From an optimization exercise on the open Yosys and OpenROAD flow, aimed at small area, a short achievable clock period and few clock cycles per item; shortcuts taken in it are not production practice.
The RTL was checked by simulation tests, not by an equivalence proof against the original design.

File: flow/run.sh
#!/bin/bash
# Own flow: the standard layout (standard.sh) with three changes:
#  - synthesis maps with an ABC script suited to XOR-heavy logic
#    (flow/abc.script) and skips the full/half adder extraction; registers,
#    flattening and renaming are the standard synthesis's;
#  - timing repair aims SETUP_SLACK_MARGIN ns below the clock period;
#  - ports are buffered with a plain buffer cell, and the delay cells are
#    not used as buffers.
set -euo pipefail
W=$(pwd)
MARGIN=6.4
SYN=$FLOW_HOME/scripts/synth.tcl
sed -e 's|^\(\s*\)\[env_var_exists_and_non_empty ADDER_MAP_FILE\] &&|\10 \&\& [env_var_exists_and_non_empty ADDER_MAP_FILE] \&\&|' \
    -e "s|^\(\s*\)log_cmd abc {\*}\$abc_args|\1log_cmd abc -script $W/flow/abc.script {*}[lrange \$abc_args 2 end]|" \
    "$SYN" > "$W/synth_own.tcl"
grep -q '0 && \[env_var_exists_and_non_empty ADDER_MAP_FILE\]' "$W/synth_own.tcl"
grep -q "log_cmd abc -script $W/flow/abc.script" "$W/synth_own.tcl"
sed "s|source \$::env(SCRIPTS_DIR)/synth.tcl|source $W/synth_own.tcl|" synth_recipe.tcl > "$W/synth_recipe_own.tcl"
grep -q "source $W/synth_own.tcl" "$W/synth_recipe_own.tcl"
sed -e "s|SYNTH_SCRIPT=[^ ]*|SYNTH_SCRIPT=$W/synth_recipe_own.tcl|" \
    -e "s|\"\${@:-finish}\"|SETUP_SLACK_MARGIN=$MARGIN \"\${@:-finish}\"|" standard.sh > "$W/standard_own.sh"
grep -q "SYNTH_SCRIPT=$W/synth_recipe_own.tcl" "$W/standard_own.sh"
grep -q "SETUP_SLACK_MARGIN=$MARGIN" "$W/standard_own.sh"
export BUFFER_PORTS_ARGS="-buffer_cell sky130_fd_sc_hd__buf_1"
DLY=""
for c in clkdlybuf4s15_1 clkdlybuf4s15_2 clkdlybuf4s18_1 clkdlybuf4s18_2 clkdlybuf4s25_1 \
         clkdlybuf4s25_2 clkdlybuf4s50_1 clkdlybuf4s50_2 dlygate4sd1_1 dlygate4sd2_1 \
         dlygate4sd3_1 dlymetal6s2s_1 dlymetal6s4s_1 dlymetal6s6s_1; do
  DLY="$DLY sky130_fd_sc_hd__$c"
done
export DONT_USE_CELLS="$DLY"
bash "$W/standard_own.sh" > "$W/flow_make.log" 2>&1
File: config.mk
export PLATFORM = sky130hd
export DESIGN_NAME = aes256_core
export DESIGN_NICKNAME = aes256_core
export VERILOG_FILES = /design/flow/design.v
export SDC_FILE = /design/flow/constraint.sdc
export NUM_CORES = 8
export LEC_CHECK = 0
export CAP_MARGIN = 20
export CORE_MARGIN = 2
export CORE_UTILIZATION = 40
export CTS_BUF_LIST = sky130_fd_sc_hd__clkbuf_16
export CTS_CLUSTER_DIAMETER = 120
export CTS_CLUSTER_SIZE = 18
export SLEW_MARGIN = 20
File: constraint.sdc
create_clock -name core_clock -period 10.0 [get_ports {clk}]
set_input_delay 2.0000 -clock core_clock [delete_from_list [all_inputs] [get_ports {clk}]]
set_output_delay 2.0000 -clock core_clock [all_outputs]
set_load 0.01 [all_outputs]
File: flow/abc.script
strash
&get -n
&dch -x
&nf -R 1000
&put
buffer -c
topo
stime -c
upsize -c
dnsize -c
File: standard.sh
#!/bin/bash
# synth_recipe.tcl (not shown) runs the flow's synth.tcl, then flattens the netlist and writes it again
# the make line also repeats each setting of config.mk as NAME=value (left out here)
make -C /OpenROAD-flow-scripts/flow DESIGN_CONFIG=/design/flow/config.mk WORK_HOME=/design/flow/orfs CLKGATE_MAP_FILE= SYNTH_SCRIPT=/design/flow/synth_recipe.tcl "${@:-finish}"
File: design.v
module aes_sbox_a (input wire [7:0] x, input wire dec, output wire [11:0] m);
    wire t9 = x[0] ^ x[6];
    wire t10 = x[5] ^ t9;
    wire t11 = x[1] ^ x[2];
    wire t12 = x[7] ^ t10;
    wire t13 = x[1] ^ t10;
    wire t14 = t11 ^ t12;
    wire t15 = x[4] ^ t10;
    wire t16 = x[3] ^ t9;
    wire t17 = t11 ^ t16;
    wire t18 = x[0] ^ x[1];
    wire t19 = x[3] ^ x[4];
    wire t20 = t18 ^ t19;
    wire t21 = x[7] ^ t20;
    wire t22 = x[4] ^ x[6];
    wire t23 = t18 ^ t22;
    wire t24 = x[3] ^ x[6];
    wire t25 = t18 ^ t24;
    wire t26 = x[4] ^ x[7];
    wire t27 = x[0] ^ x[3];
    wire t28 = x[4] ^ t27;
    wire t29 = x[5] ^ t23;
    wire t30 = x[7] ^ t22;
    wire t31 = x[2] ^ x[5];
    wire t32 = x[7] ^ t31;
    wire t33 = ~t22;
    wire t34 = ~t25;
    wire t35 = ~t23;
    wire t36 = ~t28;
    wire t37 = ~t30;
    wire t38 = ~t32;
    wire t39 = dec ? t33 : t13;
    wire t40 = dec ? t34 : t12;
    wire t41 = dec ? t26 : t14;
    wire t42 = dec ? t35 : t15;
    wire t43 = dec ? t36 : t10;
    wire t44 = dec ? t29 : t17;
    wire t45 = dec ? t37 : t21;
    wire t46 = dec ? t38 : x[0];
    wire t47 = t39 ^ t43;
    wire t48 = t40 ^ t44;
    wire t49 = t41 ^ t45;
    wire t50 = t42 ^ t46;
    wire t51 = t47 ^ t48;
    wire t52 = t48 ^ t50;
    wire t53 = t47 ^ t49;
    wire t54 = t39 ^ t41;
    wire t55 = t40 ^ t42;
    wire t56 = t43 ^ t45;
    wire t57 = t44 ^ t46;
    wire t58 = t54 ^ t55;
    wire t59 = t56 ^ t57;
    wire t60 = t58 & t59;
    wire t61 = t54 & t56;
    wire t62 = t60 ^ t61;
    wire t63 = t55 & t57;
    wire t64 = t60 ^ t63;
    wire t65 = t62 ^ t64;
    wire t66 = t39 ^ t40;
    wire t67 = t43 ^ t44;
    wire t68 = t66 & t67;
    wire t69 = t39 & t43;
    wire t70 = t68 ^ t69;
    wire t71 = t40 & t44;
    wire t72 = t68 ^ t71;
    wire t73 = t64 ^ t70;
    wire t74 = t65 ^ t72;
    wire t75 = t41 ^ t42;
    wire t76 = t45 ^ t46;
    wire t77 = t75 & t76;
    wire t78 = t41 & t45;
    wire t79 = t77 ^ t78;
    wire t80 = t42 & t46;
    wire t81 = t77 ^ t80;
    wire t82 = t64 ^ t79;
    wire t83 = t65 ^ t81;
    wire t84 = t51 ^ t73;
    wire t85 = t48 ^ t74;
    wire t86 = t52 ^ t82;
    wire t87 = t53 ^ t83;
    wire t88 = t84 ^ t86;
    wire t89 = t85 ^ t87;
    wire t90 = t88 ^ t89;
    wire t91 = t84 ^ t85;
    wire t92 = t86 ^ t87;
    wire t93 = t91 & t92;
    wire t94 = t84 & t86;
    wire t95 = t93 ^ t94;
    wire t96 = t85 & t87;
    wire t97 = t93 ^ t96;
    wire t98 = t88 ^ t95;
    wire t99 = t90 ^ t97;
    wire t100 = t98 ^ t99;
    wire t101 = t92 & t100;
    wire t102 = t86 & t99;
    wire t103 = t101 ^ t102;
    wire t104 = t87 & t98;
    wire t105 = t101 ^ t104;
    wire t106 = t91 & t100;
    wire t107 = t84 & t99;
    wire t108 = t106 ^ t107;
    wire t109 = t85 & t98;
    wire t110 = t106 ^ t109;
    assign m[0] = t39;
    assign m[1] = t40;
    assign m[2] = t41;
    assign m[3] = t42;
    assign m[4] = t43;
    assign m[5] = t44;
    assign m[6] = t45;
    assign m[7] = t46;
    assign m[8] = t103;
    assign m[9] = t105;
    assign m[10] = t108;
    assign m[11] = t110;
endmodule
module aes_sbox_b (input wire [11:0] m, input wire dec, output wire [7:0] y);
    wire t13 = m[8] ^ m[10];
    wire t14 = m[9] ^ m[11];
    wire t15 = m[4] ^ m[6];
    wire t16 = m[5] ^ m[7];
    wire t17 = t13 ^ t14;
    wire t18 = t15 ^ t16;
    wire t19 = t17 & t18;
    wire t20 = t13 & t15;
    wire t21 = t19 ^ t20;
    wire t22 = t14 & t16;
    wire t23 = t19 ^ t22;
    wire t24 = t21 ^ t23;
    wire t25 = m[8] ^ m[9];
    wire t26 = m[4] ^ m[5];
    wire t27 = t25 & t26;
    wire t28 = m[4] & m[8];
    wire t29 = t27 ^ t28;
    wire t30 = m[5] & m[9];
    wire t31 = t27 ^ t30;
    wire t32 = t23 ^ t29;
    wire t33 = t24 ^ t31;
    wire t34 = m[10] ^ m[11];
    wire t35 = m[6] ^ m[7];
    wire t36 = t34 & t35;
    wire t37 = m[6] & m[10];
    wire t38 = t36 ^ t37;
    wire t39 = m[7] & m[11];
    wire t40 = t36 ^ t39;
    wire t41 = t23 ^ t38;
    wire t42 = t24 ^ t40;
    wire t43 = m[0] ^ m[2];
    wire t44 = m[1] ^ m[3];
    wire t45 = t43 ^ t44;
    wire t46 = t17 & t45;
    wire t47 = t13 & t43;
    wire t48 = t46 ^ t47;
    wire t49 = t14 & t44;
    wire t50 = t46 ^ t49;
    wire t51 = t48 ^ t50;
    wire t52 = m[0] ^ m[1];
    wire t53 = t25 & t52;
    wire t54 = m[0] & m[8];
    wire t55 = t53 ^ t54;
    wire t56 = m[1] & m[9];
    wire t57 = t53 ^ t56;
    wire t58 = t50 ^ t55;
    wire t59 = t51 ^ t57;
    wire t60 = m[2] ^ m[3];
    wire t61 = t34 & t60;
    wire t62 = m[2] & m[10];
    wire t63 = t61 ^ t62;
    wire t64 = m[3] & m[11];
    wire t65 = t61 ^ t64;
    wire t66 = t50 ^ t63;
    wire t67 = t51 ^ t65;
    wire t68 = t32 ^ t66;
    wire t69 = t33 ^ t42;
    wire t70 = t41 ^ t68;
    wire t71 = t42 ^ t59;
    wire t72 = t58 ^ t69;
    wire t73 = t32 ^ t33;
    wire t74 = t58 ^ t73;
    wire t75 = t67 ^ t68;
    wire t76 = t71 ^ t75;
    wire t77 = t69 ^ t70;
    wire t78 = t41 ^ t66;
    wire t79 = ~t72;
    wire t80 = ~t74;
    wire t81 = ~t71;
    wire t82 = ~t78;
    wire t83 = t32 ^ t58;
    wire t84 = t42 ^ t66;
    wire t85 = t33 ^ t83;
    wire t86 = t41 ^ t59;
    wire t87 = t67 ^ t84;
    wire t88 = t41 ^ t85;
    wire t89 = t85 ^ t87;
    wire t90 = t42 ^ t58;
    wire t91 = t32 ^ t86;
    wire t92 = t87 ^ t91;
    wire t93 = t83 ^ t84;
    wire t94 = t86 ^ t93;
    wire t95 = t33 ^ t58;
    wire t96 = dec ? t67 : t79;
    wire t97 = dec ? t83 : t80;
    wire t98 = dec ? t88 : t76;
    wire t99 = dec ? t89 : t77;
    wire t100 = dec ? t90 : t70;
    wire t101 = dec ? t92 : t81;
    wire t102 = dec ? t94 : t82;
    wire t103 = dec ? t95 : t68;
    assign y[0] = t96;
    assign y[1] = t97;
    assign y[2] = t98;
    assign y[3] = t99;
    assign y[4] = t100;
    assign y[5] = t101;
    assign y[6] = t102;
    assign y[7] = t103;
endmodule
module aes_sboxf_a (input wire [7:0] x, output wire [11:0] m);
    wire t8 = x[0] ^ x[6];
    wire t9 = x[5] ^ t8;
    wire t10 = x[1] ^ x[2];
    wire t11 = x[7] ^ t9;
    wire t12 = x[1] ^ t9;
    wire t13 = t10 ^ t11;
    wire t14 = x[4] ^ t9;
    wire t15 = x[3] ^ t8;
    wire t16 = t10 ^ t15;
    wire t17 = x[0] ^ x[1];
    wire t18 = x[3] ^ x[4];
    wire t19 = t17 ^ t18;
    wire t20 = x[7] ^ t19;
    wire t21 = t9 ^ t12;
    wire t22 = t11 ^ t16;
    wire t23 = t13 ^ t20;
    wire t24 = x[0] ^ t14;
    wire t25 = t21 ^ t22;
    wire t26 = t22 ^ t24;
    wire t27 = t21 ^ t23;
    wire t28 = t12 ^ t13;
    wire t29 = t11 ^ t14;
    wire t30 = t9 ^ t20;
    wire t31 = x[0] ^ t16;
    wire t32 = t28 ^ t29;
    wire t33 = t30 ^ t31;
    wire t34 = t32 & t33;
    wire t35 = t28 & t30;
    wire t36 = t34 ^ t35;
    wire t37 = t29 & t31;
    wire t38 = t34 ^ t37;
    wire t39 = t36 ^ t38;
    wire t40 = t11 ^ t12;
    wire t41 = t9 ^ t16;
    wire t42 = t40 & t41;
    wire t43 = t9 & t12;
    wire t44 = t42 ^ t43;
    wire t45 = t11 & t16;
    wire t46 = t42 ^ t45;
    wire t47 = t38 ^ t44;
    wire t48 = t39 ^ t46;
    wire t49 = t13 ^ t14;
    wire t50 = x[0] ^ t20;
    wire t51 = t49 & t50;
    wire t52 = t13 & t20;
    wire t53 = t51 ^ t52;
    wire t54 = x[0] & t14;
    wire t55 = t51 ^ t54;
    wire t56 = t38 ^ t53;
    wire t57 = t39 ^ t55;
    wire t58 = t25 ^ t47;
    wire t59 = t22 ^ t48;
    wire t60 = t26 ^ t56;
    wire t61 = t27 ^ t57;
    wire t62 = t58 ^ t60;
    wire t63 = t59 ^ t61;
    wire t64 = t62 ^ t63;
    wire t65 = t58 ^ t59;
    wire t66 = t60 ^ t61;
    wire t67 = t65 & t66;
    wire t68 = t58 & t60;
    wire t69 = t67 ^ t68;
    wire t70 = t59 & t61;
    wire t71 = t67 ^ t70;
    wire t72 = t62 ^ t69;
    wire t73 = t64 ^ t71;
    wire t74 = t72 ^ t73;
    wire t75 = t66 & t74;
    wire t76 = t60 & t73;
    wire t77 = t75 ^ t76;
    wire t78 = t61 & t72;
    wire t79 = t75 ^ t78;
    wire t80 = t65 & t74;
    wire t81 = t58 & t73;
    wire t82 = t80 ^ t81;
    wire t83 = t59 & t72;
    wire t84 = t80 ^ t83;
    assign m[0] = t12;
    assign m[1] = t11;
    assign m[2] = t13;
    assign m[3] = t14;
    assign m[4] = t9;
    assign m[5] = t16;
    assign m[6] = t20;
    assign m[7] = x[0];
    assign m[8] = t77;
    assign m[9] = t79;
    assign m[10] = t82;
    assign m[11] = t84;
endmodule
module aes_sboxf_b (input wire [11:0] m, output wire [7:0] y);
    wire t12 = m[8] ^ m[10];
    wire t13 = m[9] ^ m[11];
    wire t14 = m[4] ^ m[6];
    wire t15 = m[5] ^ m[7];
    wire t16 = t12 ^ t13;
    wire t17 = t14 ^ t15;
    wire t18 = t16 & t17;
    wire t19 = t12 & t14;
    wire t20 = t18 ^ t19;
    wire t21 = t13 & t15;
    wire t22 = t18 ^ t21;
    wire t23 = t20 ^ t22;
    wire t24 = m[8] ^ m[9];
    wire t25 = m[4] ^ m[5];
    wire t26 = t24 & t25;
    wire t27 = m[4] & m[8];
    wire t28 = t26 ^ t27;
    wire t29 = m[5] & m[9];
    wire t30 = t26 ^ t29;
    wire t31 = t22 ^ t28;
    wire t32 = t23 ^ t30;
    wire t33 = m[10] ^ m[11];
    wire t34 = m[6] ^ m[7];
    wire t35 = t33 & t34;
    wire t36 = m[6] & m[10];
    wire t37 = t35 ^ t36;
    wire t38 = m[7] & m[11];
    wire t39 = t35 ^ t38;
    wire t40 = t22 ^ t37;
    wire t41 = t23 ^ t39;
    wire t42 = m[0] ^ m[2];
    wire t43 = m[1] ^ m[3];
    wire t44 = t42 ^ t43;
    wire t45 = t16 & t44;
    wire t46 = t12 & t42;
    wire t47 = t45 ^ t46;
    wire t48 = t13 & t43;
    wire t49 = t45 ^ t48;
    wire t50 = t47 ^ t49;
    wire t51 = m[0] ^ m[1];
    wire t52 = t24 & t51;
    wire t53 = m[0] & m[8];
    wire t54 = t52 ^ t53;
    wire t55 = m[1] & m[9];
    wire t56 = t52 ^ t55;
    wire t57 = t49 ^ t54;
    wire t58 = t50 ^ t56;
    wire t59 = m[2] ^ m[3];
    wire t60 = t33 & t59;
    wire t61 = m[2] & m[10];
    wire t62 = t60 ^ t61;
    wire t63 = m[3] & m[11];
    wire t64 = t60 ^ t63;
    wire t65 = t49 ^ t62;
    wire t66 = t50 ^ t64;
    wire t67 = t31 ^ t65;
    wire t68 = t32 ^ t41;
    wire t69 = t40 ^ t67;
    wire t70 = t41 ^ t58;
    wire t71 = t57 ^ t68;
    wire t72 = t31 ^ t32;
    wire t73 = t57 ^ t72;
    wire t74 = t66 ^ t67;
    wire t75 = t70 ^ t74;
    wire t76 = t68 ^ t69;
    wire t77 = t40 ^ t65;
    wire t78 = ~t71;
    wire t79 = ~t73;
    wire t80 = ~t70;
    wire t81 = ~t77;
    assign y[0] = t78;
    assign y[1] = t79;
    assign y[2] = t75;
    assign y[3] = t76;
    assign y[4] = t69;
    assign y[5] = t80;
    assign y[6] = t81;
    assign y[7] = t67;
endmodule
module aes_mixcol (
    input  wire [31:0] c,
    output wire [31:0] y
);
    wire [7:0] a0 = c[7:0];
    wire [7:0] a1 = c[15:8];
    wire [7:0] a2 = c[23:16];
    wire [7:0] a3 = c[31:24];
    wire [7:0] x0 = {a0[6:0], 1'b0} ^ (a0[7] ? 8'h1b : 8'h00);
    wire [7:0] x1 = {a1[6:0], 1'b0} ^ (a1[7] ? 8'h1b : 8'h00);
    wire [7:0] x2 = {a2[6:0], 1'b0} ^ (a2[7] ? 8'h1b : 8'h00);
    wire [7:0] x3 = {a3[6:0], 1'b0} ^ (a3[7] ? 8'h1b : 8'h00);
    assign y[7:0]   = x0 ^ (x1 ^ a1) ^ a2 ^ a3;
    assign y[15:8]  = a0 ^ x1 ^ (x2 ^ a2) ^ a3;
    assign y[23:16] = a0 ^ a1 ^ x2 ^ (x3 ^ a3);
    assign y[31:24] = (x0 ^ a0) ^ a1 ^ a2 ^ x3;
endmodule
module aes_inv_mixcol_pre (
    input  wire [31:0] c,
    output wire [31:0] y
);
    function [7:0] x4;   
        input [7:0] a;
        reg   [7:0] t;
        begin
            t  = {a[6:0], 1'b0} ^ (a[7] ? 8'h1b : 8'h00);
            x4 = {t[6:0], 1'b0} ^ (t[7] ? 8'h1b : 8'h00);
        end
    endfunction
    wire [7:0] u = x4(c[7:0]  ^ c[23:16]);
    wire [7:0] v = x4(c[15:8] ^ c[31:24]);
    assign y = {c[31:24] ^ v, c[23:16] ^ u, c[15:8] ^ v, c[7:0] ^ u};
endmodule
module aes256_core (
    input  wire         clk,
    input  wire         rst,
    input  wire         start,
    input  wire [1:0]   op,
    input  wire [255:0] key,
    input  wire [127:0] din,
    output reg          ready,
    output reg          done,
    output reg          err,
    output wire [127:0] dout
);
    function [127:0] sig;
        input [127:0] a;
        sig = {a[63:32], a[95:64], a[127:96], a[31:0]};
    endfunction
    reg [255:0] ks;          
    reg [255:0] ke;          
    reg         kv;          
    reg         wpend;       
    reg         wact;        
    reg         v1, d1, x1;  
    reg [3:0]   c1;          
    reg [127:0] s1;          
    reg [255:0] k1;          
    reg         v2, d2, x2;
    reg         z2;          
    reg [3:0]   c2;
    reg [191:0] m2;          
    reg [47:0]  q2;          
    reg [255:0] k2;
    reg         v3, d3, x3;
    reg [3:0]   c3;
    reg [127:0] u3;          
    reg [255:0] k3;          
    wire last3 = (c3 == 4'd13);
    reg  free3;                     
    reg  fin2;                      
    genvar gi;
    wire [127:0] sr;
    wire [191:0] ma;
    wire [47:0]  qa;
    generate
        for (gi = 0; gi < 16; gi = gi + 1) begin : g_a
            assign sr[8*gi+7:8*gi] =
                s1[8*((gi % 4) + 4*(((gi / 4) + (gi % 4)) % 4)) +: 8];
            aes_sbox_a u_sa (.x(sr[8*gi+7:8*gi]), .dec(d1), .m(ma[12*gi+11:12*gi]));
        end
        for (gi = 0; gi < 4; gi = gi + 1) begin : g_ka
            aes_sboxf_a u_ka (.x(k1[224+8*gi+7:224+8*gi]), .m(qa[12*gi+11:12*gi]));
        end
    endgenerate
    wire [127:0] b;
    wire [31:0]  sw;
    generate
        for (gi = 0; gi < 16; gi = gi + 1) begin : g_b
            aes_sbox_b u_sb (.m(m2[12*gi+11:12*gi]), .dec(d2), .y(b[8*gi+7:8*gi]));
        end
        for (gi = 0; gi < 4; gi = gi + 1) begin : g_kb
            aes_sboxf_b u_kb (.m(q2[12*gi+11:12*gi]), .y(sw[8*gi+7:8*gi]));
        end
    endgenerate
    wire [127:0] rkb = k2[255:128];
    wire [127:0] bb  = (z2 && d2) ? sig(b) : b;
    wire [127:0] kb  = z2 ? rkb : d2 ? sig(rkb) : 128'h0;
    wire [127:0] ub  = bb ^ kb;
    wire [7:0]  rcon = d2 ? (8'h40 >> c2[3:1]) : (8'h01 << c2[3:1]);
    wire [31:0] t    = c2[0] ? sw : ({sw[7:0], sw[31:8]} ^ {24'h0, rcon});
    wire [31:0] l0 = k2[31:0], l1 = k2[63:32], l2 = k2[95:64], l3 = k2[127:96];
    wire [31:0] p1 = l1 ^ l0;
    wire [31:0] p2 = d2 ? (l2 ^ l1) : (l2 ^ l1 ^ l0);
    wire [31:0] p3 = d2 ? (l3 ^ l2) : (l3 ^ l2 ^ l1 ^ l0);
    wire [31:0] te = d2 ? 32'h0 : t;
    wire [31:0] n0 = l0 ^ t;
    wire [31:0] n1 = p1 ^ te;
    wire [31:0] n2 = p2 ^ te;
    wire [31:0] n3 = p3 ^ te;
    wire [255:0] nk = {n3, n2, n1, n0, k2[255:128]};
    wire [127:0] rk = k3[127:0];    
    wire [127:0] ns;
    generate
        for (gi = 0; gi < 4; gi = gi + 1) begin : g_mc
            wire [31:0] pre, mc;
            aes_inv_mixcol_pre u_pre (.c(u3[32*gi+31:32*gi]), .y(pre));
            aes_mixcol u_mc (.c(d3 ? pre : u3[32*gi+31:32*gi]), .y(mc));
            assign ns[32*gi+31:32*gi] = mc ^ (d3 ? 32'h0 : rk[32*gi+31:32*gi]);
        end
    endgenerate
    assign dout = u3;
    wire acc     = start && ready;
    wire blk     = acc && (op != 2'b00);
    wire launch  = blk && kv;
    wire wlaunch = wpend && free3;
    wire ldec    = op[1] && !wpend;
    wire [127:0] s_new = ldec ? sig(din ^ ke[255:128]) : (din ^ ks[127:0]);
    wire [255:0] k_new = ldec ? {ke[127:0], ke[255:128]} : ks;
    wire wpend_n = wlaunch ? 1'b0 : (acc && op == 2'b00) ? 1'b1 : wpend;
    wire wact_n  = (v2 && z2 && x2) ? 1'b0 : wlaunch ? 1'b1 : wact;
    always @(posedge clk) begin
        v2 <= v1; d2 <= d1; x2 <= x1; c2 <= c1; z2 <= (c1 == 4'd13);
        m2 <= ma; q2 <= qa; k2 <= k1;
        v3 <= v2; d3 <= d2; x3 <= x2; c3 <= c2;
        free3 <= !v2 || (c2 == 4'd13);
        fin2  <= v1 && (c1 == 4'd13) && x1;
        u3 <= ub; k3 <= nk;
        done <= 1'b0;
        err  <= 1'b0;
        if (free3) begin
            s1 <= s_new;
            k1 <= k_new;
        end else begin
            s1 <= ns;
            k1 <= k3;
        end
        if (launch) begin
            v1 <= 1'b1; d1 <= op[1]; x1 <= 1'b0; c1 <= 4'd0;
        end else if (wlaunch) begin
            v1 <= 1'b1; d1 <= 1'b0; x1 <= 1'b1; c1 <= 4'd0;
        end else begin
            v1 <= v3 && !last3; d1 <= d3; x1 <= x3; c1 <= c3 + 4'd1;
        end
        ready <= !wpend_n && !wact_n && (!v2 || c2 == 4'd13);
        if (acc && op == 2'b00) begin
            ks <= key;
            kv <= 1'b1;
        end
        wpend <= wpend_n;
        wact  <= wact_n;
        if (blk && !kv) begin
            done <= 1'b1;
            err  <= 1'b1;
        end
        if (v2 && z2)
            done <= 1'b1;
        if (fin2)
            ke <= k2;
        if (rst) begin
            v1 <= 1'b0; v2 <= 1'b0; v3 <= 1'b0;
            free3 <= 1'b1; fin2 <= 1'b0;
            kv <= 1'b0; wpend <= 1'b0; wact <= 1'b0;
            done <= 1'b0;
            ready <= 1'b1;
        end
    end
endmodule
==> results of run 1 <==
==> metal layers <==
layer  part of all wire, %  vias up  GRT usage (%)
li1                      -    30200              -
met2                    42     2883           42.1
met1                    44    32200           41.6
met5                     0        -              0
met3                   8.1      449           3.97
met4                   5.8        0           15.7
==> cell families (layout without fill, tap and decap cells) <==
logic type / after synthesis / in the layout
XOR/XNOR: 3286 / 3286
AND/OR/NAND/NOR: 2138 / 2139
flip-flops: 1802 / 1802
AO/OA/AOI/OAI: 1293 / 1293
buffers and inverters: 437 / 935
multiplexers: 103 / 103
other: 0 / 23
==> worst max-delay path by stage <==
stage / from / end / slack, ns / cells past startpoint
6_report: u3[36] / dout[36] / 6.40 / 1
5_1_grt: s1[96] / m2[154] / 6.25 / 15
4_1_cts: u3[70] / dout[70] / 6.37 / 1
3_5_place_dp: op[1] / s1[0] / 5.30 / 7
3_3_place_gp: op[1] / s1[0] / 5.37 / 7
2_1_floorplan: start / ready / 0.95 / 5
==> registers in the layout (all words and copies together), names as in the netlist, 4 cells and up <==
| signal | cells |
|---|---|
| k1 | 256 |
| k2 | 256 |
| k3 | 256 |
| ke | 256 |
| ks | 256 |
| m2 | 192 |
| s1 | 128 |
| u3 | 128 |
| q2 | 44 |
| c1 | 4 |
| c2 | 4 |
| c3 | 4 |
==> area by class of cell <==
class,instances,area (um2)
diodes,23,57.6
clock buffers,112,2800
clock inverters,91,534
fillers,21300,123000
inverters,133,505
multi-input cells,6821,47600
flip-flops and latches,1802,41400
well taps,2975,3720
repair buffers,599,2850
==> per-stage QoR <==
step / cells / hold WS, ns
floorplan: 9059 / 0.310
global placement: 12300 / 0.311
detailed placement: 12300 / 0.312
CTS: 12500 / 0.296
global route: 12500 / 0.292
finish: 12600 / 0.284
==> cell usage after synthesis, types with 8 or more instances <==
master                     number
sky130_fd_sc_hd__buf_2         38
sky130_fd_sc_hd__a21oi_1      292
sky130_fd_sc_hd__or2_2          8
sky130_fd_sc_hd__o21a_1        20
sky130_fd_sc_hd__inv_1        132
sky130_fd_sc_hd__a21o_1        19
sky130_fd_sc_hd__nor2b_1       50
sky130_fd_sc_hd__mux2_2        35
sky130_fd_sc_hd__a211oi_1       8
sky130_fd_sc_hd__and2_1        11
sky130_fd_sc_hd__o21ai_0      365
sky130_fd_sc_hd__nand3_1       12
sky130_fd_sc_hd__xnor2_2       30
sky130_fd_sc_hd__o21ai_1       35
sky130_fd_sc_hd__a21oi_2       35
sky130_fd_sc_hd__a21boi_0      44
sky130_fd_sc_hd__o21ai_2       16
sky130_fd_sc_hd__edfxtp_1     512
sky130_fd_sc_hd__o211ai_1      10
sky130_fd_sc_hd__o22ai_1       85
sky130_fd_sc_hd__mux2i_1       68
sky130_fd_sc_hd__o31ai_1       12
sky130_fd_sc_hd__o21bai_1      22
sky130_fd_sc_hd__a31oi_1      219
sky130_fd_sc_hd__nand2_1     1159
sky130_fd_sc_hd__nand2b_1      43
sky130_fd_sc_hd__xnor2_1     2259
sky130_fd_sc_hd__dfxtp_1     1290
sky130_fd_sc_hd__buf_1         34
sky130_fd_sc_hd__xor2_1       988
sky130_fd_sc_hd__nor2_1       831
sky130_fd_sc_hd__clkbuf_1     220
sky130_fd_sc_hd__a22oi_1       73
==> repair_timing <==
item                                    CTS  global route
setup buffers                             1            32
gates cloned                              1             1
resized for setup                       156           198
pin swaps                                 0            26
endpoints found under the setup margin  281           284
==> flow_summary.ini, run 1 <==
[status]
outcome = finished clean

[floorplanning]
std_cell_rows = 173
floorplan.io_pins = 520
design.die.area_um2 = 227000
die_width_um = 476
floorplan.core_area_um2 = 222000
die_height_um = 476
initial_core_util_pct = 40.2

[synth]
post-synth-top-area-fraction_pct = 28.9
synth_enable_flop_cells = 512
yosys_register_bits = 1802
synth_xor_xnor_area_share_pct = 32.6
synth.yosys.warnings = 2
synth.largest_area_cell = sky130_fd_sc_hd__dfxtp_1
syn-instance-count = 9059
synth-adder-area-share_pct = 0
synth_top_cells_by_area = sky130_fd_sc_hd__dfxtp_1, sky130_fd_sc_hd__xnor2_1, sky130_fd_sc_hd__edfxtp_1, sky130_fd_sc_hd__xor2_1, sky130_fd_sc_hd__nand2_1
synth_flop_type = sky130_fd_sc_hd__dfxtp_1
synth_top_family_by_area = XOR/XNOR gates
yosysUniqueCellTypes = 64
synth_simple_gate_area_share_pct = 9.40
synth_mux_area_share_pct = 1.20
postSynthAreaPerCell_um2 = 9.86
synth_compound_gate_area_share_pct = 8.70
proportion_of_synthesized_chip_area_in_sequential_cells_pct = 46.1
synth-async-reset-ratio_pct = 0
synth.net_count = 9448
netlist_area_um2 = 89300

[drt]
num_vias = 65800
drtAntennaViolNets = 0
firstDrtPassIters = 5
drt_first_iter_violations = 7560
post_drt_via_cell_ratio = 5.24
wl_mm = 343
post_drt_wl_per_cell_um = 27.3
detail_route.drc_violations = 0

[global_routing]
grt_max_degree = 215
grt_usage_pct = 29.1
global_route_wire_length_before_repair_mm = 470
global_route.overflow_total = 0
vias_in_the_first_global_route = 62200
grt_antenna_before_repair = 60

[place]
place_congestion = 0.991
postPlaceCellArea_um2 = 94200
i_o_buffers = 519
post-place-ws_ns = 5.30
detailedPlacementHpwl_mm = 275

[critical_path]
critPathCaptureType = primary output
start_kind = register
worstReg2RegEnd = k3[215]
worst_r2r_path_depth = 9
worst_path_max_fanout = 4
r2r_start = k2[248]
cp.required_ns = 8.00
max_stage_delay_ns = 0.59
critPathSlowestCell = sky130_fd_sc_hd__dfxtp_1
cp_data_arrival_time_ns = 1.60
timing.critical_path.cells = buf_1
timing.setup.critical_path_class = reg2out
timing.critical_path.max_delay_family = flip-flops
r2r_slack_ns = 6.46
cp.buffers_inverters = 1

[timing]
setup_repair_after_global_routing_missed_its_margin = true
max-slew-margin-rel_pct = 26.3
final.setup.worst_slack_ns = 6.40
skew_ns = 0.0972
max_freq_mhz = 278
fin_crit_ns = 3.60
final.period_utilization_pct = 36.0
final_max_slew_viol_count = 0
report.final.hold_viol_count = 0
tightestPinTransition_ns = 1.09
number_of_endpoints_failing_setup_at_the_final_stage = 0
setup-tns-final_ns = 0

[layout]
postLayoutCellArea_um2 = 99400
layout-area-overhead-vs-synth_pct = 11.4
drive_above_1_share_pct = 6.97
num-nets-final = 9857
utilization_pct = 44.8
mostFrequentLayoutCells = sky130_fd_sc_hd__xnor2_1, sky130_fd_sc_hd__dfxtp_1, sky130_fd_sc_hd__nand2_1, sky130_fd_sc_hd__xor2_1, sky130_fd_sc_hd__nor2_1
final_common_cell = sky130_fd_sc_hd__xnor2_1

[clock_network]
ctsHtreeMaxLevel = 3
clk_transition_reported_paths_ns = 0.09
cts_inserted_buffers = 111
numClockSinks = 1802
ctsHoldBuffers = 0
cts_tree = yes
cts_root_buffer = sky130_fd_sc_hd__clkbuf_16
cts_max_path_buffers = 3
worstSkewPairLatency_ns = 0.87

[worst_hold_path]
holdCritPathClass = reg2reg
min_to = k2[218]
worstHoldPathCells = 0
holdCritStartpoint = k1[218]

[job]
maxCapViolations = 0
Testbench counts, summed over its fixed seeds: cycles 12,152, blocks 768.
==> run 2, diff against run 1 <==
--- a/flow/run.sh
+++ b/flow/run.sh
@@ -9,5 +9,5 @@
 set -euo pipefail
 W=$(pwd)
-MARGIN=6.4
+MARGIN=6.6
 SYN=$FLOW_HOME/scripts/synth.tcl
 sed -e 's|^\(\s*\)\[env_var_exists_and_non_empty ADDER_MAP_FILE\] &&|\10 \&\& [env_var_exists_and_non_empty ADDER_MAP_FILE] \&\&|' \
==> flow_summary.ini, run 2 <==
[layout]
layout-area-overhead-vs-synth_pct = 16.3
n_fill_cell = 21000
mostFrequentLayoutCells = sky130_fd_sc_hd__xnor2_1, sky130_fd_sc_hd__nand2_1, sky130_fd_sc_hd__dfxtp_1, sky130_fd_sc_hd__xor2_1, sky130_fd_sc_hd__nor2_1
num-nets-final = 10100
postLayoutCellArea_um2 = 104000
final_common_cell = sky130_fd_sc_hd__xnor2_1
drive_above_1_share_pct = 13.3
post_layout_nonfiller_instances = 12800

[synth]
synth_top_cells_by_area = sky130_fd_sc_hd__dfxtp_1, sky130_fd_sc_hd__xnor2_1, sky130_fd_sc_hd__edfxtp_1, sky130_fd_sc_hd__xor2_1, sky130_fd_sc_hd__nand2_1
syn-instance-count = 9059
synth.net_count = 9448
netlist_area_um2 = 89300
synth.largest_area_cell = sky130_fd_sc_hd__dfxtp_1
post-synth-top-area-fraction_pct = 28.9
postSynthAreaPerCell_um2 = 9.86
yosysUniqueCellTypes = 64
proportion_of_synthesized_chip_area_in_sequential_cells_pct = 46.1
leading_post_synthesis_cells_by_instance_count = sky130_fd_sc_hd__xnor2_1, sky130_fd_sc_hd__dfxtp_1, sky130_fd_sc_hd__nand2_1
yosys_register_bits = 1802
synth_enable_flop_cells = 512
synth_flop_type = sky130_fd_sc_hd__dfxtp_1
synth.most_common_cell = sky130_fd_sc_hd__xnor2_1
synth-async-reset-ratio_pct = 0
synth.yosys.warnings = 2

[worst_hold_path]
min_to = k2[145]
worstHoldPathCells = 0
holdCritPathClass = reg2reg
holdCritStartpoint = k1[145]

[clock_network]
ctsHoldBuffers = 0
cts_tree = yes
worstSkewPairLatency_ns = 0.87
numClockSinks = 1802
cts_max_path_buffers = 3
clk_transition_reported_paths_ns = 0.08
ctsHtreeMaxLevel = 3
cts_root_buffer = sky130_fd_sc_hd__clkbuf_16
cts_inserted_buffers = 113

[timing]
final.setup.worst_slack_ns = 6.59
setup_repair_after_global_routing_missed_its_margin = true
final_max_slew_viol_count = 0
final.period_utilization_pct = 34.1
number_of_endpoints_failing_setup_at_the_final_stage = 0
skew_ns = 0.119
tightestPinTransition_ns = 1.12
setup-tns-final_ns = 0
report.final.hold_viol_count = 0
fin_crit_ns = 3.41
max_freq_mhz = 293
max-slew-margin-rel_pct = 25.4

[floorplanning]
design.die.area_um2 = 227000
die_height_um = 476
floorplan.core_area_um2 = 222000
die_width_um = 476
std_cell_rows = 173
floorplan.io_pins = 520
initial_core_util_pct = 40.2

[place]
place_inst = 12300
i_o_buffers = 519
place_congestion = 1.00
detailedPlacementHpwl_mm = 274
post-place-ws_ns = 4.93
postPlaceCellArea_um2 = 94200

[drt]
wl_mm = 350
num_vias = 67200
drtAntennaViolNets = 0
post_drt_via_cell_ratio = 5.25
post_drt_wl_per_cell_um = 27.3
firstDrtPassIters = 6
drt_first_iter_violations = 8276
detail_route.drc_violations = 0

[critical_path]
worst_path_max_fanout = 2
critPathSlowestCell = sky130_fd_sc_hd__dfxtp_4
worst_r2r_path_depth = 16
timing.setup.critical_path_class = reg2out
start_kind = register
cp_data_arrival_time_ns = 1.41
critPathCaptureType = primary output
r2r_slack_ns = 6.59
r2r_start = s1[62]
max_stage_delay_ns = 0.41
cp.required_ns = 8.00
timing.critical_path.cells = buf_6
worstReg2RegEnd = m2[142]
timing.critical_path.max_delay_family = flip-flops
cp.buffers_inverters = 1

[global_routing]
grt_max_degree = 176
grt_usage_pct = 29.3
global_route_wire_length_before_repair_mm = 473
global_route.overflow_total = 0
vias_in_the_first_global_route = 62700
grt_antenna_before_repair = 74

[job]
maxCapViolations = 0

[status]
outcome = finished clean
-- run 2: cell types whose count changed in the layout (fill, tap and decap cells not counted), moves of 82 or more --
cell and change:
sky130_fd_sc_hd__buf_1 -82, sky130_fd_sc_hd__buf_4 +253, sky130_fd_sc_hd__dfxtp_1 -113, sky130_fd_sc_hd__dfxtp_4 +136
sky130_fd_sc_hd__xnor2_1 -88, sky130_fd_sc_hd__xnor2_2 +83
-- run 2: worst reg2reg max path, cell delays in order, from the launching register on --
cell                       delay, ns
sky130_fd_sc_hd__dfxtp_4        0.38
sky130_fd_sc_hd__xor2_2         0.19
sky130_fd_sc_hd__xnor2_2        0.33
sky130_fd_sc_hd__xor2_1         0.26
sky130_fd_sc_hd__xor2_1         0.11
sky130_fd_sc_hd__o21ai_2        0.31
sky130_fd_sc_hd__xnor2_2        0.19
sky130_fd_sc_hd__xnor2_1        0.16
sky130_fd_sc_hd__nor2_2         0.07
sky130_fd_sc_hd__xnor2_2        0.27
sky130_fd_sc_hd__xnor2_2        0.20
sky130_fd_sc_hd__xnor2_2        0.17
sky130_fd_sc_hd__nand2_1        0.09
sky130_fd_sc_hd__xor2_1         0.22
sky130_fd_sc_hd__nand2b_4       0.17
sky130_fd_sc_hd__o211ai_1       0.09
sky130_fd_sc_hd__o21ai_1        0.10
-- run 2: worst max-delay path by stage --
stage                 from        to  slack (ns)  cells past startpoint
detailed placement   op[1]    s1[38]        4.93                      7
global route         s1[6]     m2[8]        6.44                     16
finish              u3[20]  dout[20]        6.59                      1
CTS                     d1    m2[10]        6.47                     15
floorplan            start     ready        0.95                      5
global placement     op[1]    s1[37]        4.97                      7
-- run 2: metal layers --
| layer | up-vias | part of all wire [%] | global-route usage, % |
|---|---|---|---|
| met5 | - | 0.017 | 0 |
| met3 | 457 | 8.3 | 4.99 |
| li1 | 30600 | - | - |
| met1 | 33100 | 43 | 41.2 |
| met2 | 2978 | 43 | 43.6 |
| met4 | 10 | 5.2 | 13.6 |
-- run 2: layout make-up --
type                       count  area (um2)  share of cell area, %
clock inverter                97         593                  0.571
multi-input combinational   6824       49200                   47.4
inverter                     133         508                  0.489
antenna                       28        70.1                 0.0675
sequential                  1802       41800                   40.3
clock buffer                 113        2830                   2.72
timing repair buffer         827        5100                   4.91
tap                         2975        3720                   3.58
-- run 2: per-stage QoR --
stage | util [%] | hold slack [ns]
2_1_floorplan | - | 0.310
3_3_place_gp | 42.4 | 0.310
3_5_place_dp | 42.4 | 0.312
4_1_cts | 45.3 | 0.313
5_1_grt | 46.8 | 0.326
6_report | 46.8 | 0.304
-- run 2: kinds of logic after synthesis --
family	synth area share, %
XOR/XNOR	32.6
AND/OR/NAND/NOR	9.40
flip-flops	46.1
AO/OA/AOI/OAI	8.70
buffers and inverters	1.97
multiplexers	1.20
-- run 2: repair_timing --
action	in CTS	in global routing
setup endpoints to repair	728	180
pin swaps	29	117
gates resized for setup	649	367
cloned	4	4
setup buffers	139	121
==> run 3, diff against run 2 <==
--- a/flow/run.sh
+++ b/flow/run.sh
@@ -9,5 +9,5 @@
 set -euo pipefail
 W=$(pwd)
-MARGIN=6.6
+MARGIN=6.5
 SYN=$FLOW_HOME/scripts/synth.tcl
 sed -e 's|^\(\s*\)\[env_var_exists_and_non_empty ADDER_MAP_FILE\] &&|\10 \&\& [env_var_exists_and_non_empty ADDER_MAP_FILE] \&\&|' \
==> flow/abc.script (replaced) <==
strash
&get -n
&dch -x
&nf -R 50
&put
buffer -c
topo
stime -c
upsize -c
dnsize -c
==> flow_summary.ini, run 3 <==
[synth]
synth.yosys.warnings = 2
synth_simple_gate_area_share_pct = 9.40
proportion_of_synthesized_chip_area_in_sequential_cells_pct = 46.2
synth_enable_flop_cells = 512
synth.most_common_cell = sky130_fd_sc_hd__xnor2_1
synth-adder-area-share_pct = 0
synth_compound_gate_area_share_pct = 8.70
synth_top_family_by_area = XOR/XNOR gates
synth_xor_xnor_area_share_pct = 32.5
synth_flop_type = sky130_fd_sc_hd__dfxtp_1
postSynthAreaPerCell_um2 = 9.84
leading_post_synthesis_cells_by_instance_count = sky130_fd_sc_hd__xnor2_1, sky130_fd_sc_hd__dfxtp_1, sky130_fd_sc_hd__nand2_1
synth.largest_area_cell = sky130_fd_sc_hd__dfxtp_1
yosysUniqueCellTypes = 60
netlist_area_um2 = 89100
synth_top_cells_by_area = sky130_fd_sc_hd__dfxtp_1, sky130_fd_sc_hd__xnor2_1, sky130_fd_sc_hd__edfxtp_1, sky130_fd_sc_hd__xor2_1, sky130_fd_sc_hd__nand2_1
synth-async-reset-ratio_pct = 0
post-synth-top-area-fraction_pct = 29.0
syn-instance-count = 9059
synth.net_count = 9448
yosys_register_bits = 1802
synth_mux_area_share_pct = 1.19

[global_routing]
grt_usage_pct = 29.4
vias_in_the_first_global_route = 62200
global_route_wire_length_before_repair_mm = 469
global_route.overflow_total = 0
grt_antenna_before_repair = 66
grt_max_degree = 215

[floorplanning]
std_cell_rows = 173
floorplan.io_pins = 520
initial_core_util_pct = 40.2
floorplan.core_area_um2 = 222000
die_width_um = 476
design.die.area_um2 = 227000
die_height_um = 476

[critical_path]
start_kind = register
cp_data_arrival_time_ns = 1.48
timing.critical_path.cells = buf_2
critPathCaptureType = primary output
cp.buffers_inverters = 1
timing.critical_path.max_delay_family = flip-flops
worst_r2r_path_depth = 13
cp.required_ns = 8.00
logic_depth_of_the_worst_setup_path_including_buffers = 1
max_stage_delay_ns = 0.46
timing.setup.critical_path_class = reg2out
worst_path_max_fanout = 4
critPathSlowestCell = sky130_fd_sc_hd__dfxtp_1

[place]
i_o_buffers = 519
place_congestion = 1.04
detailedPlacementHpwl_mm = 275

[drt]
post_drt_wl_per_cell_um = 27.4
num_vias = 66100
detail_route.drc_violations = 0
wl_mm = 346
drt_first_iter_violations = 7778
drtAntennaViolNets = 0
firstDrtPassIters = 8
post_drt_via_cell_ratio = 5.24

[layout]
layout-area-overhead-vs-synth_pct = 12.7
drive_above_1_share_pct = 8.75
mostFrequentLayoutCells = sky130_fd_sc_hd__xnor2_1, sky130_fd_sc_hd__nand2_1, sky130_fd_sc_hd__dfxtp_1, sky130_fd_sc_hd__xor2_1, sky130_fd_sc_hd__nor2_1
num-nets-final = 9907
final_common_cell = sky130_fd_sc_hd__xnor2_1

[timing]
final_max_slew_viol_count = 0
fin_crit_ns = 3.48
final.period_utilization_pct = 34.8
skew_ns = 0.0850
max_freq_mhz = 288
number_of_endpoints_failing_setup_at_the_final_stage = 0
tightestPinTransition_ns = 1.18
max-slew-margin-rel_pct = 20.3
setup_repair_after_global_routing_missed_its_margin = true
final.hold.worst_slack_ns = 0.305
setup-tns-final_ns = 0
report.final.hold_viol_count = 0

[clock_network]
cts_root_buffer = sky130_fd_sc_hd__clkbuf_16
ctsHoldBuffers = 0
cts_tree = yes
cts_max_path_buffers = 3
ctsHtreeMaxLevel = 3
worstSkewPairLatency_ns = 0.84
cts_inserted_buffers = 112
clk_transition_reported_paths_ns = 0.09
numClockSinks = 1802

[job]
maxCapViolations = 0

[status]
outcome = finished clean

[worst_hold_path]
worstHoldPathCells = 0
holdCritPathClass = reg2reg
## run 3: cell types whose count changed in the layout (fill, tap and decap cells not counted), moves of 56 or more
cell                      previous run  this run
sky130_fd_sc_hd__buf_4             311       104
sky130_fd_sc_hd__buf_1             395       471
sky130_fd_sc_hd__xor2_1            866       922
sky130_fd_sc_hd__dfxtp_4           149        57
sky130_fd_sc_hd__xnor2_1          2099      2162
sky130_fd_sc_hd__xnor2_2           181       124
## run 3: stage by stage
| step | setup WS [ns] | instances | utilization [%] | area (um2) |
|---|---|---|---|---|
| after floorplan | 0.955 | 9059 | - | 89200 |
| after global placement | 5.16 | 12300 | 42.4 | 94100 |
| after detailed placement | 5.19 | 12300 | 42.4 | 94100 |
| after CTS | 6.45 | 12500 | 44.4 | 98500 |
| after global routing | 6.36 | 12600 | 45.3 | 100000 |
| final | 6.52 | 12600 | 45.3 | 100000 |
## run 3: path summary, 6_finish.rpt
check / from / end / slack, ns
worst max-delay path: u3[76] / dout[76] / 6.52
worst min-delay path: k1[189] / k2[189] / 0.30
worst max register to register: d3 / s1[127] / 6.55
worst min register to register: k1[189] / k2[189] / 0.30
## run 3: layout make-up
type                       instances  area [um2]
fill                           21200      121000
multi-input combinational       6824       47900
sequential                      1802       41600
tap                             2975        3720
timing repair buffer             646        3350
clock buffer                     113        2830
inverter                         132         500
clock inverter                    93         494
antenna                           26        65.1
## run 3: metal layers
layer / up-vias / global-route usage (%) / wire length, um
met5: - / 0 / 38
met3: 498 / 4.86 / 30400
met2: 2947 / 43.1 / 146000
met1: 32300 / 41.2 / 148000
li1: 30300 / - / -
met4: 6 / 15.9 / 21100
## run 3: timing repair
action,in CTS,in global routing
gates cloned,3,3
gates resized for setup,310,255
setup endpoints to repair,546,144
setup buffers,20,53
pin swaps,7,52
## run 3: kinds of logic after synthesis
group | count (synthesis)
flip-flops | 1802
AND/OR/NAND/NOR | 2136
AO/OA/AOI/OAI | 1297
XOR/XNOR | 3286
multiplexers | 102
buffers and inverters | 436
==> run 4, diff against run 3 <==
==> flow/abc.script (replaced) <==
strash
&get -n
&dch -x
&nf -R 10
&put
buffer -c
topo
stime -c
upsize -c
dnsize -c
==> flow_summary.ini, run 4 <==
[layout]
num-nets-final = 9842
layout-area-overhead-vs-synth_pct = 13.2
utilization_pct = 45.6
post_layout_nonfiller_instances = 12500
drive_above_1_share_pct = 9.12
mostFrequentLayoutCells = sky130_fd_sc_hd__xnor2_1, sky130_fd_sc_hd__nand2_1, sky130_fd_sc_hd__dfxtp_1, sky130_fd_sc_hd__xor2_1, sky130_fd_sc_hd__nor2_1
final_common_cell = sky130_fd_sc_hd__xnor2_1

[critical_path]
timing.critical_path.cells = xnor3_2 -> xnor3_1 -> o21ai_4 -> xnor2_1 -> mux2i_1 -> nor2_1 -> a21oi_2 -> xnor2_2 -> xor2_2 -> buf_4 -> xnor2_1 -> nand2_1 -> a22o_1
worst_path_max_fanout = 5
timing.setup.critical_path_class = reg2reg
cp_data_arrival_time_ns = 4.29
timing.critical_path.max_delay_family = XOR/XNOR gates
cp.required_ns = 10.69
critPathSlowestCell = sky130_fd_sc_hd__xnor3_2
max_stage_delay_ns = 0.56
cp.buffers_inverters = 1
critPathCaptureType = register
cp_common_cell = sky130_fd_sc_hd__xnor2_1
start_kind = register

[synth]
synth-adder-area-share_pct = 0.0112
yosysUniqueCellTypes = 68
synth_xor_xnor_area_share_pct = 32.8
synth_enable_flop_cells = 512
synth_mux_area_share_pct = 1.94
synth.largest_area_cell = sky130_fd_sc_hd__dfxtp_1
yosys_register_bits = 1802
syn-instance-count = 8976
netlist_area_um2 = 89600
synth-async-reset-ratio_pct = 0
synth.yosys.warnings = 2
leading_post_synthesis_cells_by_instance_count = sky130_fd_sc_hd__xnor2_1, sky130_fd_sc_hd__dfxtp_1, sky130_fd_sc_hd__nand2_1
postSynthAreaPerCell_um2 = 9.98
synth_top_family_by_area = XOR/XNOR gates
synth.net_count = 9365
synth_compound_gate_area_share_pct = 8.19
synth.most_common_cell = sky130_fd_sc_hd__xnor2_1
synth_simple_gate_area_share_pct = 9.22
synth_top_cells_by_area = sky130_fd_sc_hd__dfxtp_1, sky130_fd_sc_hd__xnor2_1, sky130_fd_sc_hd__edfxtp_1, sky130_fd_sc_hd__xor2_1, sky130_fd_sc_hd__nand2_1
synth_flop_type = sky130_fd_sc_hd__dfxtp_1
proportion_of_synthesized_chip_area_in_sequential_cells_pct = 46.0
post-synth-top-area-fraction_pct = 28.8

[floorplanning]
design.die.area_um2 = 228000
initial_core_util_pct = 40.3
floorplan.io_pins = 520
die_width_um = 477
floorplan.core_area_um2 = 223000
die_height_um = 477
std_cell_rows = 173

[timing]
skew_ns = 0.0569
max_freq_mhz = 278
final.period_utilization_pct = 36.0
final_max_slew_viol_count = 0
fin_crit_ns = 3.60
final.hold.worst_slack_ns = 0.302
report.final.hold_viol_count = 0
number_of_endpoints_failing_setup_at_the_final_stage = 0
setup-tns-final_ns = 0
setup_repair_after_global_routing_missed_its_margin = true
max-slew-margin-rel_pct = 24.5
tightestPinTransition_ns = 1.13

[clock_network]
cts_inserted_buffers = 111
ctsHtreeMaxLevel = 3
cts_root_buffer = sky130_fd_sc_hd__clkbuf_16
clk_transition_reported_paths_ns = 0.09
ctsHoldBuffers = 0
cts_max_path_buffers = 3
numClockSinks = 1802
worstSkewPairLatency_ns = 0.84
cts_tree = yes

[place]
detailedPlacementHpwl_mm = 273
i_o_buffers = 519
place_inst = 12200
place_congestion = 1.01

[job]
maxCapViolations = 0

[drt]
drtAntennaViolNets = 0
drt_first_iter_violations = 7785
num_vias = 65900
firstDrtPassIters = 6
wl_mm = 347
post_drt_via_cell_ratio = 5.25
post_drt_wl_per_cell_um = 27.6
detail_route.drc_violations = 0

[status]
outcome = finished clean

[global_routing]
grt_antenna_before_repair = 70
grt_max_degree = 205
vias_in_the_first_global_route = 62200
global_route_wire_length_before_repair_mm = 470
grt_usage_pct = 29.0
global_route.overflow_total = 0

[worst_hold_path]
holdCritPathClass = reg2reg
run 4: cell count changes in the layout (fill, tap and decap cells not counted), sizes merged, moves of 10 or more:
cell / change
xnor2: -70
mux2i: +57
inv: -14
xnor3: +49
xor2: -34
nand2: -39
nor2b: +10
o21ai: -56
nor2: -20
buf: +20
xor3: +12
run 4: through the flow:
| step | setup WS [ns] | instance area, um2 |
|---|---|---|
| global route | 6.33 | 101000 |
| finish | 6.40 | 101000 |
| detailed placement | 4.79 | 94600 |
| global placement | 4.88 | 94600 |
| floorplan | 0.955 | 89600 |
| CTS | 6.46 | 99200 |
run 4: kinds of logic after synthesis:
group,count (synthesis)
AO/OA/AOI/OAI,1246
XOR/XNOR,3242
adder cells (fa/ha/maj),1
buffers and inverters,431
flip-flops,1802
multiplexers,159
AND/OR/NAND/NOR,2095
run 4: cell type report:
class                      instances  area, um2
antenna                           25       62.6
clock buffer                     111       2780
clock inverter                    89        523
fill                           21200     121000
inverter                         125        498
multi-input combinational       6746      48700
sequential                      1802      41600
tap                             2975       3720
timing repair buffer             667       3590
run 4: path summary, 6_finish.rpt:
check | startpoint | cells after the start | endpoint | slack (ns)
setup / recovery | s1[13] | 13 | m2[166] | 6.40
setup reg to reg | s1[13] | 13 | m2[166] | 6.40
hold reg to reg | k1[95] | 0 | k2[95] | 0.30
hold / removal | k1[95] | 0 | k2[95] | 0.30
run 4: repair_timing:
action,4_1_cts,5_1_grt
endpoints found under the hold margin,0,0
setup endpoints to repair,392,183
gates resized for setup,350,276
gates cloned,6,4
pin swaps,9,49
setup buffers,21,67
run 4: layer usage:
| layer | wire [um] | global-route usage [%] |
|---|---|---|
| met5 | 30 | 0 |
| met4 | 18700 | 14.3 |
| met3 | 28900 | 4.60 |
| met2 | 149000 | 42.8 |
| met1 | 150000 | 41.1 |
==> run 5, diff against run 4 <==
==> flow/abc.script (replaced) <==
strash
&get -n
&dch -x
&nf -R 1000
&put
buffer -c
topo
stime -c
upsize -c
dnsize -c
==> flow_summary.ini, run 5 <==
[status]
outcome = finished clean

[synth]
post-synth-top-area-fraction_pct = 28.9
leading_post_synthesis_cells_by_instance_count = sky130_fd_sc_hd__xnor2_1, sky130_fd_sc_hd__dfxtp_1, sky130_fd_sc_hd__nand2_1
synth-async-reset-ratio_pct = 0
syn-instance-count = 9059
synth_top_cells_by_area = sky130_fd_sc_hd__dfxtp_1, sky130_fd_sc_hd__xnor2_1, sky130_fd_sc_hd__edfxtp_1, sky130_fd_sc_hd__xor2_1, sky130_fd_sc_hd__nand2_1
yosys_register_bits = 1802
synth_flop_type = sky130_fd_sc_hd__dfxtp_1
synth.yosys.warnings = 2
synth.net_count = 9448
netlist_area_um2 = 89300
synth.most_common_cell = sky130_fd_sc_hd__xnor2_1
synth.largest_area_cell = sky130_fd_sc_hd__dfxtp_1
yosysUniqueCellTypes = 64
proportion_of_synthesized_chip_area_in_sequential_cells_pct = 46.1
synth_enable_flop_cells = 512
postSynthAreaPerCell_um2 = 9.86

[drt]
met2_wl_mm = 144
detail_route.drc_violations = 0
wl_mm = 342
post_drt_wl_per_cell_um = 27.1
drt_first_iter_violations = 7780
firstDrtPassIters = 6
met1Wirelength_mm = 150
met3_wirelength_mm = 27.4
drtAntennaViolNets = 0
routed.top_layer = met5
num_vias = 66000
post_drt_via_cell_ratio = 5.24

[critical_path]
timing.critical_path.max_delay_family = XOR/XNOR gates
critPathCaptureType = register
cp.buffers_inverters = 0
worst_path_max_fanout = 7
cp.required_ns = 10.69
start_kind = register
max_stage_delay_ns = 0.61
timing.setup.critical_path_class = reg2reg
timing.critical_path.cells = xnor2_1 -> or2_2 -> xnor2_1 -> xnor2_1 -> xnor2_1 -> xnor2_1 -> xnor2_1 -> mux2i_1 -> xnor2_2 -> nand2_1 -> xnor2_1
critPathSlowestCell = sky130_fd_sc_hd__dfxtp_2
cp_data_arrival_time_ns = 4.17
cp_common_cell = sky130_fd_sc_hd__xnor2_1

[floorplanning]
design.die.area_um2 = 227000
die_width_um = 476
initial_core_util_pct = 40.2
die_height_um = 476
floorplan.core_area_um2 = 222000
std_cell_rows = 173
floorplan.io_pins = 520

[timing]
setup-tns-final_ns = 0
final_max_slew_viol_count = 0
skew_ns = 0.0748
final.period_utilization_pct = 34.8
max-slew-margin-rel_pct = 11.1
tightestPinTransition_ns = 1.33
report.final.hold_viol_count = 0
number_of_endpoints_failing_setup_at_the_final_stage = 0
setup_repair_after_global_routing_missed_its_margin = true
fin_crit_ns = 3.48
max_freq_mhz = 287

[global_routing]
grt_max_degree = 185
grt_antenna_before_repair = 79
global_route.overflow_total = 0
vias_in_the_first_global_route = 62300
global_route_wire_length_before_repair_mm = 468
grt_usage_pct = 28.8

[clock_network]
cts_max_path_buffers = 3
cts_tree = yes
worstSkewPairLatency_ns = 0.82
clk_transition_reported_paths_ns = 0.08
cts_root_buffer = sky130_fd_sc_hd__clkbuf_16
ctsHtreeMaxLevel = 3
cts_inserted_buffers = 111
ctsHoldBuffers = 0
numClockSinks = 1802

[job]
maxCapViolations = 0

[place]
i_o_buffers = 519
place_congestion = 0.991
detailedPlacementHpwl_mm = 271

[layout]
num-nets-final = 9888
drive_above_1_share_pct = 8.06
utilization_pct = 45.0
layout-area-overhead-vs-synth_pct = 12.0
final_common_cell = sky130_fd_sc_hd__xnor2_1
mostFrequentLayoutCells = sky130_fd_sc_hd__xnor2_1, sky130_fd_sc_hd__nand2_1, sky130_fd_sc_hd__dfxtp_1, sky130_fd_sc_hd__xor2_1, sky130_fd_sc_hd__nor2_1
multi_input_comb_area_um2 = 47700
register_area_um2 = 41500
n_fill_cell = 21400

[worst_hold_path]
holdCritPathClass = reg2reg
==> run 5: changes by cell type after synthesis, sizes merged, moves of 9 or more <==
| cell | before | now |
|---|---|---|
| xor2 | 961 | 995 |
| nor2 | 818 | 836 |
| xnor3 | 49 | 0 |
| nand2 | 1119 | 1159 |
| o21ai | 360 | 421 |
| xnor2 | 2220 | 2291 |
| a21o | 28 | 19 |
| buf | 66 | 81 |
| clkbuf | 240 | 223 |
| nor2b | 60 | 50 |
| xor3 | 12 | 0 |
| mux2i | 124 | 68 |
==> run 5: timing repair <==
action	4_1_cts	5_1_grt
gates cloned	6	2
gates resized for setup	298	169
pin swaps	6	26
endpoints found under the setup margin	529	401
buffers inserted	12	51
==> run 5: routing by layer <==
layer,vias to the layer above,GRT usage [%]
met4,12,15.2
li1,30300,-
met2,2894,42.1
met1,32300,41.3
met3,512,3.72
met5,-,0
==> run 5: layout make-up <==
class,instances,share of cell area [%]
well taps,2975,3.72
multi-input cells,6823,47.7
repair buffers,628,3.24
inverters,133,0.511
clock buffers,111,2.78
diodes,31,0.0776
clock inverters,92,0.523
flip-flops and latches,1802,41.5
==> run 5: stage by stage <==
step	setup slack, ns	hold WS (ns)	instance area, um2	std cells
after floorplan	0.955	0.310	89300	9059
after global placement	4.96	0.312	94200	12300
after detailed placement	4.91	0.312	94200	12300
after CTS	6.33	0.324	98500	12500
after global routing	6.38	0.333	100000	12600
final	6.52	0.323	100000	12600
==> run 5: worst paths after layout <==
| kind | from | endpoint | slack (ns) | depth (start not counted) |
|---|---|---|---|---|
| min | k1[198] | k2[198] | 0.32 | 0 |
| max | k2[248] | k3[210] | 6.52 | 11 |
| max reg2reg | k2[248] | k3[210] | 6.52 | 11 |
| min reg2reg | k1[198] | k2[198] | 0.32 | 0 |
==> run 5: kinds of logic (layout without fill, tap and decap cells) <==
logic type             count (synthesis)  count (layout)  share of synthesized area [%]
flip-flops                          1802            1802                           46.1
XOR/XNOR                            3286            3286                           32.6
multiplexers                         103             103                           1.20
buffers and inverters                437             964                           1.97
other                                  0              31                              0
AO/OA/AOI/OAI                       1293            1293                           8.70
AND/OR/NAND/NOR                     2138            2141                           9.40
==> run 5: worst register-to-register path, delay by kind of cell, from the launching register on <==
family	cells	cell delay, ns
xor gates and xnor gates	8	2.04
DFF	1	0.61
and+or+nand+nor	2	0.46
muxes	1	0.27

-- port drivers added, routing unchanged --
In the flow no input, the clock included, has a driving cell. The finished layouts below were timed again as built, in two steps. Step 1 sets driving cells, clkbuf_16 on the clock port and buf_2 on the other inputs (assumed; they add their load-dependent delay and slew). Step 2, shift: input delay + t, output delay - t, t = (earliest + latest rising clock arrival at the registers) / 2. This alone moves slack from input paths to output paths. Slacks: ideal ports / drivers / drivers and shift; pairs: ideal ports / drivers.
run	shift t [ns]	slack for setup (ns)	clock arrival spread, ns	worst register clock-pin slew, ns
run 1	0.918	6.404 / 6.313 / 5.605	0.106 / 0.106	0.10 / 0.10
run 2	0.899	6.585 / 6.491 / 5.780	0.120 / 0.119	0.10 / 0.10
run 3	0.893	6.524 / 6.434 / 5.770	0.087 / 0.087	0.10 / 0.10
run 4	0.893	6.397 / 6.397 / 5.651	0.072 / 0.072	0.10 / 0.10
run 5	0.883	6.518 / 6.429 / 5.748	0.076 / 0.076	0.10 / 0.10
After both steps every run listed still meets setup and hold. The setup slack of run 2, which loses most, moves by -0.094 ns with the drivers and by -0.805 ns with both steps.
